Context: an optimization exercise on an open-source flow, tuned for small area. The choices shown serve that exercise and are no tape-out recipe.
The RTL was checked by simulation tests, not by an equivalence proof against the original design.
Power is estimated from default activity; no workload was simulated.

## dram_addrmap
module dram_addrmap (
    input  wire         clk,
    input  wire         rst,
    input  wire         cfg_we,
    input  wire [16:0]  cfg_geom,
    output reg          cfg_err,
    output wire         ag_valid,
    output wire [16:0]  ag_geom,
    output wire         mstr_half,
    output wire [1:0]   mstr_ranks,
    output wire [11:0]  map_bg,
    output wire [53:0]  map_col,
    output wire [17:0]  map_bank,
    output wire [107:0] map_row,
    output wire [5:0]   map_rank,
    input  wire         req_valid,
    input  wire [37:0]  req_addr,
    input  wire [1:0]   req_size,
    output wire         rsp_valid,
    output wire [1:0]   rsp_fault,
    output wire         rsp_rank,
    output wire [1:0]   rsp_bg,
    output wire [2:0]   rsp_bank,
    output wire [17:0]  rsp_row,
    output wire [11:0]  rsp_col,
    output wire [1:0]   rsp_lane
);
Size in the first run: about 540 cells after synthesis, roughly 51 flip-flops, about 320 I/O pins, about 0.0040 mm2 of cells after synthesis.
==> flow/config.mk <==
export PLATFORM = sky130hd
export DESIGN_NAME = dram_addrmap
export DESIGN_NICKNAME = dram_addrmap
export VERILOG_FILES = /design/flow/design.v
export SDC_FILE = /design/flow/constraint.sdc
export NUM_CORES = 4
export LEC_CHECK = 0
export ABC_AREA = 1
export CAP_MARGIN = 20
export CELL_PAD_IN_SITES_DETAIL_PLACEMENT = 2
export CELL_PAD_IN_SITES_GLOBAL_PLACEMENT = 2
export CORE_AREA = 5 5 155 155
export DIE_AREA = 0 0 160 160
export PLACE_DENSITY = 0.35
export SLEW_MARGIN = 20
export SYNTH_HIERARCHICAL = 1
==> flow/constraint.sdc <==
create_clock -name core_clock -period 7.0 [get_ports {clk}]
set_input_delay 1.4000 -clock core_clock [delete_from_list [all_inputs] [get_ports {clk}]]
set_output_delay 1.4000 -clock core_clock [all_outputs]
set_load 0.01 [all_outputs]
standard.sh (not shown) runs the stock make flow with config.mk's settings and CLKGATE_MAP_FILE= SYNTH_SCRIPT=/design/flow/synth_recipe.tcl, a recipe that flattens the netlist after the stock synthesis.
==> flow/flow/run.sh <==
#!/bin/bash
# Layout flow: the standard ORFS flow (standard.sh) with these changes:
#  - synthesis maps the logic with an area-oriented ABC script (abc.script)
#    in place of ORFS's; everything else in synthesis, including the
#    flip-flop mapping and the standard flow's flatten and rename steps, is unchanged,
#    but adders are not pulled out into full- and half-adder cells first;
#  - the port buffers are the smallest buffer, sky130_fd_sc_hd__buf_1;
#  - clock tree synthesis adds no dummy loads, uses clkbuf_8 buffers, and
#    clusters the flip-flops in groups of up to 64

#  - one tie cell drives all constant-1 outputs, one all constant-0 outputs.
# Each tool's output goes to a log file in the work folder.
set -euo pipefail
W=$PWD
F=$W/flow

# synthesis script: the standard flow's, with yosys's abc command given our ABC script
{
  head -n 1 synth_recipe.tcl
  cat <<EOF
proc abc {args} {
  set a {}
  set skip 0
  foreach x \$args {
    if {\$skip} { set skip 0; lappend a $F/abc.script; continue }
    if {\$x eq "-script"} { set skip 1 }
    lappend a \$x
  }
  yosys abc {*}\$a
}
proc extract_fa {args} {}
EOF
  tail -n +2 synth_recipe.tcl
} > my_synth.tcl

sed "s|SYNTH_SCRIPT=[^ ]*|SYNTH_SCRIPT=$W/my_synth.tcl|" standard.sh > my_standard.sh
grep -q "SYNTH_SCRIPT=$W/my_synth.tcl" my_standard.sh

export BUFFER_PORTS_ARGS="-buffer_cell sky130_fd_sc_hd__buf_1"
export CTS_ARGS="-sink_clustering_enable -sink_clustering_size 64 -sink_clustering_max_diameter 400 -repair_clock_nets -dont_use_dummy_load -buf_list {sky130_fd_sc_hd__clkbuf_8}"
export SKIP_REPAIR_TIE_FANOUT=1
bash my_standard.sh > flow.log 2>&1
==> flow/flow/abc.script <==
strash
dc2
dch -f
amap
The baseline finished clean.
Next try:
--- a/flow/flow/run.sh
+++ b/flow/flow/run.sh
@@ -7,6 +7,5 @@
 #  - the port buffers are the smallest buffer, sky130_fd_sc_hd__buf_1;
 #  - clock tree synthesis adds no dummy loads, uses clkbuf_8 buffers, and
-#    clusters the flip-flops in groups of up to 64
-
+#    clusters the flip-flops in groups of up to 64;
 #  - one tie cell drives all constant-1 outputs, one all constant-0 outputs.
 # Each tool's output goes to a log file in the work folder.
After rerunning: The changed run finished clean. Clock skew stays the same. Die area stays the same. Utilization stays the same. Via count is unchanged. Worst setup slack is unchanged. Design area does not change. Worst hold slack is unchanged. Total power stays the same.

========
Another version of the RTL of dram_addrmap (not shown whole).
Size in the first run: ~540 cells after synthesis, ~320 I/O pins, about 0.0040 mm^2 of cells after synthesis.
Settings: LEC_CHECK=0, ABC_AREA=1, CAP_MARGIN=20, CELL_PAD_IN_SITES_DETAIL_PLACEMENT=1, CELL_PAD_IN_SITES_GLOBAL_PLACEMENT=1, CORE_AREA=5 5 155 155, DIE_AREA=0 0 160 160, PLACE_DENSITY=0.3, SLEW_MARGIN=20, SYNTH_HIERARCHICAL=1; clock period 7.0 ns.
==> flow/flow/run.sh <==
#!/bin/bash
# Layout flow: the standard ORFS flow (standard.sh) with these changes:
#  - synthesis maps the logic with an area-oriented ABC script (abc.script)
#    in place of ORFS's; everything else in synthesis, including the
#    flip-flop mapping and the standard flow's flatten and rename steps, is unchanged,
#    but adders are not pulled out into full- and half-adder cells first;
#  - the port buffers are the smallest buffer, sky130_fd_sc_hd__buf_1;
#  - clock tree synthesis adds no dummy loads, and clusters all flip-flops
#    under one buffer if it can;
#  - one tie cell drives all constant-1 outputs, one all constant-0 outputs.
# Each tool's output goes to a log file in the work folder.
set -euo pipefail
W=$PWD
F=$W/flow

# synthesis script: the standard flow's, with yosys's abc command given our ABC script
{
  head -n 1 synth_recipe.tcl
  cat <<EOF
proc abc {args} {
  set a {}
  set skip 0
  foreach x \$args {
    if {\$skip} { set skip 0; lappend a $F/abc.script; continue }
    if {\$x eq "-script"} { set skip 1 }
    lappend a \$x
  }
  yosys abc {*}\$a
}
proc extract_fa {args} {}
EOF
  tail -n +2 synth_recipe.tcl
} > my_synth.tcl

sed "s|SYNTH_SCRIPT=[^ ]*|SYNTH_SCRIPT=$W/my_synth.tcl|" standard.sh > my_standard.sh
grep -q "SYNTH_SCRIPT=$W/my_synth.tcl" my_standard.sh

export BUFFER_PORTS_ARGS="-buffer_cell sky130_fd_sc_hd__buf_1"
export CTS_ARGS="-sink_clustering_enable -sink_clustering_size 64 -sink_clustering_max_diameter 400 -repair_clock_nets -dont_use_dummy_load -buf_list {sky130_fd_sc_hd__clkbuf_16}"
export SKIP_REPAIR_TIE_FANOUT=1
bash my_standard.sh > flow.log 2>&1
Scripts as last shown in full above: flow/flow/abc.script
The first run completed with no timing, DRC or antenna violations.
==> next run, changes <==
Settings changed: CELL_PAD_IN_SITES_DETAIL_PLACEMENT 1 to 2, CELL_PAD_IN_SITES_GLOBAL_PLACEMENT 1 to 2, PLACE_DENSITY 0.3 to 0.35.
Via count stays flat.
Final cell count barely changes.
First-iteration DRC count fell by 13%.
Worst setup slack improves by 0.018 ns.

========
Setup of north:
dram_addrmap, a different RTL version from the one above (not shown whole).
Size in the first run: about 550 cells after synthesis, about 4000 um2 of cells after synthesis.
Settings: LEC_CHECK=0, ABC_AREA=1, CAP_MARGIN=10, CELL_PAD_IN_SITES_DETAIL_PLACEMENT=2, CELL_PAD_IN_SITES_GLOBAL_PLACEMENT=2, CORE_AREA=5 5 155 155, DIE_AREA=0 0 160 160, PLACE_DENSITY=0.35, SLEW_MARGIN=10, SYNTH_HIERARCHICAL=1; clock period 7.0 ns.
==> flow/flow/run.sh <==
#!/bin/bash
# Layout flow: the standard ORFS flow (standard.sh) with these changes:
#  - synthesis maps the logic with an area-oriented ABC script (abc.script)
#    in place of ORFS's; everything else in synthesis, including the
#    flip-flop mapping and the standard flow's flatten and rename steps, is unchanged,
#    but adders are not pulled out into full- and half-adder cells first;
#  - the port buffers are the smallest buffer, sky130_fd_sc_hd__buf_1;
#  - clock tree synthesis adds no dummy loads, uses clkbuf_8 buffers, and
#    clusters the flip-flops in groups of up to 64;
#  - one tie cell drives all constant-1 outputs, one all constant-0 outputs.
# Each tool's output goes to a log file in the work folder.
set -euo pipefail
W=$PWD
F=$W/flow

# synthesis script: the standard flow's, with yosys's abc command given our ABC script
{
  head -n 1 synth_recipe.tcl
  cat <<EOF
proc abc {args} {
  set a {}
  set skip 0
  foreach x \$args {
    if {\$skip} { set skip 0; lappend a $F/abc.script; continue }
    if {\$x eq "-script"} { set skip 1 }
    lappend a \$x
  }
  yosys abc {*}\$a
}
proc extract_fa {args} {}
EOF
  tail -n +2 synth_recipe.tcl
} > my_synth.tcl

sed "s|SYNTH_SCRIPT=[^ ]*|SYNTH_SCRIPT=$W/my_synth.tcl|" standard.sh > my_standard.sh
grep -q "SYNTH_SCRIPT=$W/my_synth.tcl" my_standard.sh

export BUFFER_PORTS_ARGS="-buffer_cell sky130_fd_sc_hd__buf_1"
export CTS_ARGS="-sink_clustering_enable -sink_clustering_size 64 -sink_clustering_max_diameter 400 -repair_clock_nets -dont_use_dummy_load -buf_list {sky130_fd_sc_hd__clkbuf_8}"
export SKIP_REPAIR_TIE_FANOUT=1
bash my_standard.sh > flow.log 2>&1
==> flow/flow/abc.script <==
strash
dch -f
amap
strash
dch -f
amap
No stage failed in north, and the final checks on the layout all came back clean.
The following lists how south was set up differently from north:
- a change of CAP_MARGIN from 10 to 20
- a change of SLEW_MARGIN from 10 to 20
==> flow/flow/abc.script <==
strash
dc2
dch -f
amap
Diff north -> south: share of power burned in combinational logic saw a decrease, detailed placement HPWL increased by 580 um relative to the old numbers, core occupancy in the finished layout essentially unchanged.
Per the comparison of south with north, global routing met3 resource utilization grew by 0.70 points, final critical-path required period increased 64 ps, static power due to leakage has increased, global-route usage rose by 0.55 points.
Compared with north, in south floorplan die width about even; global-route wire length before repair rose about 4%; finished layout cell area fell 0.65%.

========
## alpha
dram_addrmap, a different RTL version from the one above (not shown whole).
For scale: ~320 I/O pins, ~4000 um2 of cells after synthesis.
Settings: LEC_CHECK=0, ABC_AREA=1, CAP_MARGIN=20, CELL_PAD_IN_SITES_DETAIL_PLACEMENT=1, CELL_PAD_IN_SITES_GLOBAL_PLACEMENT=1, CORE_AREA=5 5 155 155, DIE_AREA=0 0 160 160, PLACE_DENSITY=0.4, SLEW_MARGIN=20, SYNTH_HIERARCHICAL=1; clock period 7.0 ns.
==> flow/flow/run.sh <==
#!/bin/bash
# Layout flow: the standard ORFS flow (standard.sh) with these changes:
#  - synthesis maps the logic with an area-oriented ABC script (abc.script)
#    in place of ORFS's; everything else in synthesis, including the
#    flip-flop mapping and the standard flow's flatten and rename steps, is unchanged,
#    but adders are not pulled out into full- and half-adder cells first;
#  - the port buffers are the smallest buffer, sky130_fd_sc_hd__buf_1;
#  - clock tree synthesis adds no dummy loads, and uses clkbuf_8 buffers;
#  - timing-driven global placement keeps none of its trial buffers.
# Each tool's output goes to a log file in the work folder.
set -euo pipefail
W=$PWD
F=$W/flow

# synthesis script: the standard flow's, with yosys's abc command given our ABC script
{
  head -n 1 synth_recipe.tcl
  cat <<EOF
proc abc {args} {
  set a {}
  set skip 0
  foreach x \$args {
    if {\$skip} { set skip 0; lappend a $F/abc.script; continue }
    if {\$x eq "-script"} { set skip 1 }
    lappend a \$x
  }
  yosys abc {*}\$a
}
proc extract_fa {args} {}
EOF
  tail -n +2 synth_recipe.tcl
} > my_synth.tcl

sed "s|SYNTH_SCRIPT=[^ ]*|SYNTH_SCRIPT=$W/my_synth.tcl|" standard.sh > my_standard.sh
grep -q "SYNTH_SCRIPT=$W/my_synth.tcl" my_standard.sh

export BUFFER_PORTS_ARGS="-buffer_cell sky130_fd_sc_hd__buf_1"
export CTS_ARGS="-sink_clustering_enable -sink_clustering_size 30 -repair_clock_nets -dont_use_dummy_load -buf_list {sky130_fd_sc_hd__clkbuf_8}"
export GPL_KEEP_OVERFLOW=0
bash my_standard.sh > flow.log 2>&1
==> flow/flow/abc.script <==
strash
dc2
dch -f
amap
alpha finished all stages; the layout is clean.
[inputs] beta vs alpha
--- a/flow/flow/run.sh
+++ b/flow/flow/run.sh
@@ -7,4 +7,3 @@
 #  - the port buffers are the smallest buffer, sky130_fd_sc_hd__buf_1;
-#  - clock tree synthesis adds no dummy loads, and uses clkbuf_8 buffers;
-#  - timing-driven global placement keeps none of its trial buffers.
+#  - clock tree synthesis adds no dummy loads.
 # Each tool's output goes to a log file in the work folder.
@@ -37,4 +36,3 @@
 export BUFFER_PORTS_ARGS="-buffer_cell sky130_fd_sc_hd__buf_1"
-export CTS_ARGS="-sink_clustering_enable -sink_clustering_size 30 -repair_clock_nets -dont_use_dummy_load -buf_list {sky130_fd_sc_hd__clkbuf_8}"
-export GPL_KEEP_OVERFLOW=0
+export CTS_ARGS="-sink_clustering_enable -repair_clock_nets -dont_use_dummy_load -buf_list {sky130_fd_sc_hd__clkbuf_8 sky130_fd_sc_hd__clkbuf_16}"
 bash my_standard.sh > flow.log 2>&1
Results
Summary of beta over alpha: non-clock buffer count in the final layout rose by 2; total routing usage reported by global routing fell by 0.71 points; setup slack at placement rose by 1960 ps; share of power burned in the clock network rose by 8.3 points. The lower number of gates given a new drive strength after cts came out of beta. Taking beta as 1.0, alpha lands at 1.08 on multi-input gate area in the final layout. On beta: setup slack of the critical path after layout is 32 ps higher than what alpha gave.

========
dram_addrmap, a different RTL version from the one above (not shown whole).
Size: about 540 cells after synthesis, ~51 flip-flops, roughly 320 I/O pins.
==> flow/config.mk <==
export PLATFORM = sky130hd
export DESIGN_NAME = dram_addrmap
export DESIGN_NICKNAME = dram_addrmap
export VERILOG_FILES = /design/flow/design.v
export SDC_FILE = /design/flow/constraint.sdc
export NUM_CORES = 4
export LEC_CHECK = 0
export ABC_AREA = 1
export CAP_MARGIN = 20
export CELL_PAD_IN_SITES_DETAIL_PLACEMENT = 2
export CELL_PAD_IN_SITES_GLOBAL_PLACEMENT = 2
export CORE_AREA = 5 5 155 155
export DIE_AREA = 0 0 160 160
export PLACE_DENSITY = 0.25
export SLEW_MARGIN = 20
export SYNTH_HIERARCHICAL = 1
==> flow/constraint.sdc <==
create_clock -name core_clock -period 7.0 [get_ports {clk}]
set_input_delay 1.4000 -clock core_clock [delete_from_list [all_inputs] [get_ports {clk}]]
set_output_delay 1.4000 -clock core_clock [all_outputs]
set_load 0.01 [all_outputs]
==> flow/flow/run.sh <==
#!/bin/bash
# Layout flow: the standard ORFS flow (standard.sh) with these changes:
#  - synthesis maps the logic with an area-oriented ABC script (abc.script)
#    in place of ORFS's; everything else in synthesis, including the
#    flip-flop mapping and the standard flow's flatten and rename steps, is unchanged,
#    but adders are not pulled out into full- and half-adder cells first;
#  - the port buffers are the smallest buffer, sky130_fd_sc_hd__buf_1;
#  - clock tree synthesis adds no dummy loads, uses clkbuf_8 buffers, and
#    clusters the flip-flops in groups of up to 64;
#  - one tie cell drives all constant-1 outputs, one all constant-0 outputs.
# Each tool's output goes to a log file in the work folder.
set -euo pipefail
W=$PWD
F=$W/flow

# synthesis script: the standard flow's, with yosys's abc command given our ABC script
{
  head -n 1 synth_recipe.tcl
  cat <<EOF
proc abc {args} {
  set a {}
  set skip 0
  foreach x \$args {
    if {\$skip} { set skip 0; lappend a $F/abc.script; continue }
    if {\$x eq "-script"} { set skip 1 }
    lappend a \$x
  }
  yosys abc {*}\$a
}
proc extract_fa {args} {}
EOF
  tail -n +2 synth_recipe.tcl
} > my_synth.tcl

sed "s|SYNTH_SCRIPT=[^ ]*|SYNTH_SCRIPT=$W/my_synth.tcl|" standard.sh > my_standard.sh
grep -q "SYNTH_SCRIPT=$W/my_synth.tcl" my_standard.sh

export BUFFER_PORTS_ARGS="-buffer_cell sky130_fd_sc_hd__buf_1"
export CTS_ARGS="-sink_clustering_enable -sink_clustering_size 64 -sink_clustering_max_diameter 400 -repair_clock_nets -dont_use_dummy_load -buf_list {sky130_fd_sc_hd__clkbuf_8}"
export SKIP_REPAIR_TIE_FANOUT=1
bash my_standard.sh > flow.log 2>&1
Scripts as last shown in full above: flow/flow/abc.script
The first run produced a clean layout.
Edit:
- PLACE_DENSITY: 0.25 -> 0.5
What happened: The new run completed without violations. Routed wire length is higher by about 0.7%. Via count rose by about 1%. Design area grows by about 0.56%. Utilization climbs by 0.11 points. Final cell count goes up by about 0.4%. Total power grows by 0.70%. Area after synthesis does not change. Setup slack gets worse by 0.038 ns. Fmax went down by 0.59%. Non-clock buffer count rose by 4. Clock-buffer cell count is unchanged.
Edit:
- PLACE_DENSITY: 0.5 -> 0.35
The new run completed without violations.
Routed wire length falls by 0.73%.
Setup slack improves by 0.038 ns.
Core utilization falls by 0.11 points.
Design area falls by 0.55%.
Critical path depth falls by 2.

-- port drivers added, routing unchanged --
How much do the figures lean on ideal ports? The routed layouts below were timed once more, with nothing changed but the port constraints. Step 1 (the two cells are an assumption about what drives the block):
set clk [get_ports {clk}]
set_driving_cell -lib_cell sky130_fd_sc_hd__clkbuf_16 $clk
set_driving_cell -lib_cell sky130_fd_sc_hd__buf_2 [delete_from_list [all_inputs] $clk]
Step 2 times the ports against the registers' clock, not the clock port: input delays grow and output delays shrink by t, the midpoint of the rising clock arrivals with the driver on. Three values: ideal, step 1, step 2; two values: the first two.
run | t (ns) | slack for setup (ns) | hold slack, ns | worst register clock-pin slew, ns | cell pins on the clock port's net
the first run of note 1 | 0.346 | 0.663 / 0.626 / 0.971 | 0.547 / 0.547 / 0.547 | 0.11 / 0.11 | 1
the second run of note 1 | 0.346 | 0.663 / 0.626 / 0.971 | 0.547 / 0.547 / 0.547 | 0.11 / 0.11 | 1
the first run of note 2 | 0.339 | 0.491 / 0.449 / 0.788 | 0.538 / 0.538 / 0.538 | 0.08 / 0.08 | 1
the second run of note 2 | 0.335 | 0.509 / 0.464 / 0.799 | 0.606 / 0.606 / 0.606 | 0.07 / 0.07 | 1
north | 0.354 | 0.691 / 0.656 / 1.011 | 0.603 / 0.603 / 0.603 | 0.10 / 0.10 | 1
south | 0.356 | 0.628 / 0.591 / 0.947 | 0.622 / 0.622 / 0.622 | 0.11 / 0.11 | 1
alpha | 0.347 | 0.382 / 0.349 / 0.696 | 0.593 / 0.593 / 0.593 | 0.10 / 0.10 | 1
beta | 0.328 | 0.415 / 0.378 / 0.706 | 0.517 / 0.517 / 0.517 | 0.08 / 0.08 | 1
the first run of note 5 | 0.351 | 0.712 / 0.676 / 1.027 | 0.656 / 0.656 / 0.656 | 0.11 / 0.11 | 1
the second run of note 5 | 0.347 | 0.674 / 0.640 / 0.987 | 0.589 / 0.589 / 0.589 | 0.10 / 0.10 | 1
the third run of note 5 | 0.351 | 0.712 / 0.676 / 1.027 | 0.656 / 0.656 / 0.656 | 0.11 / 0.11 | 1
After both steps setup and hold are still met in every run listed.
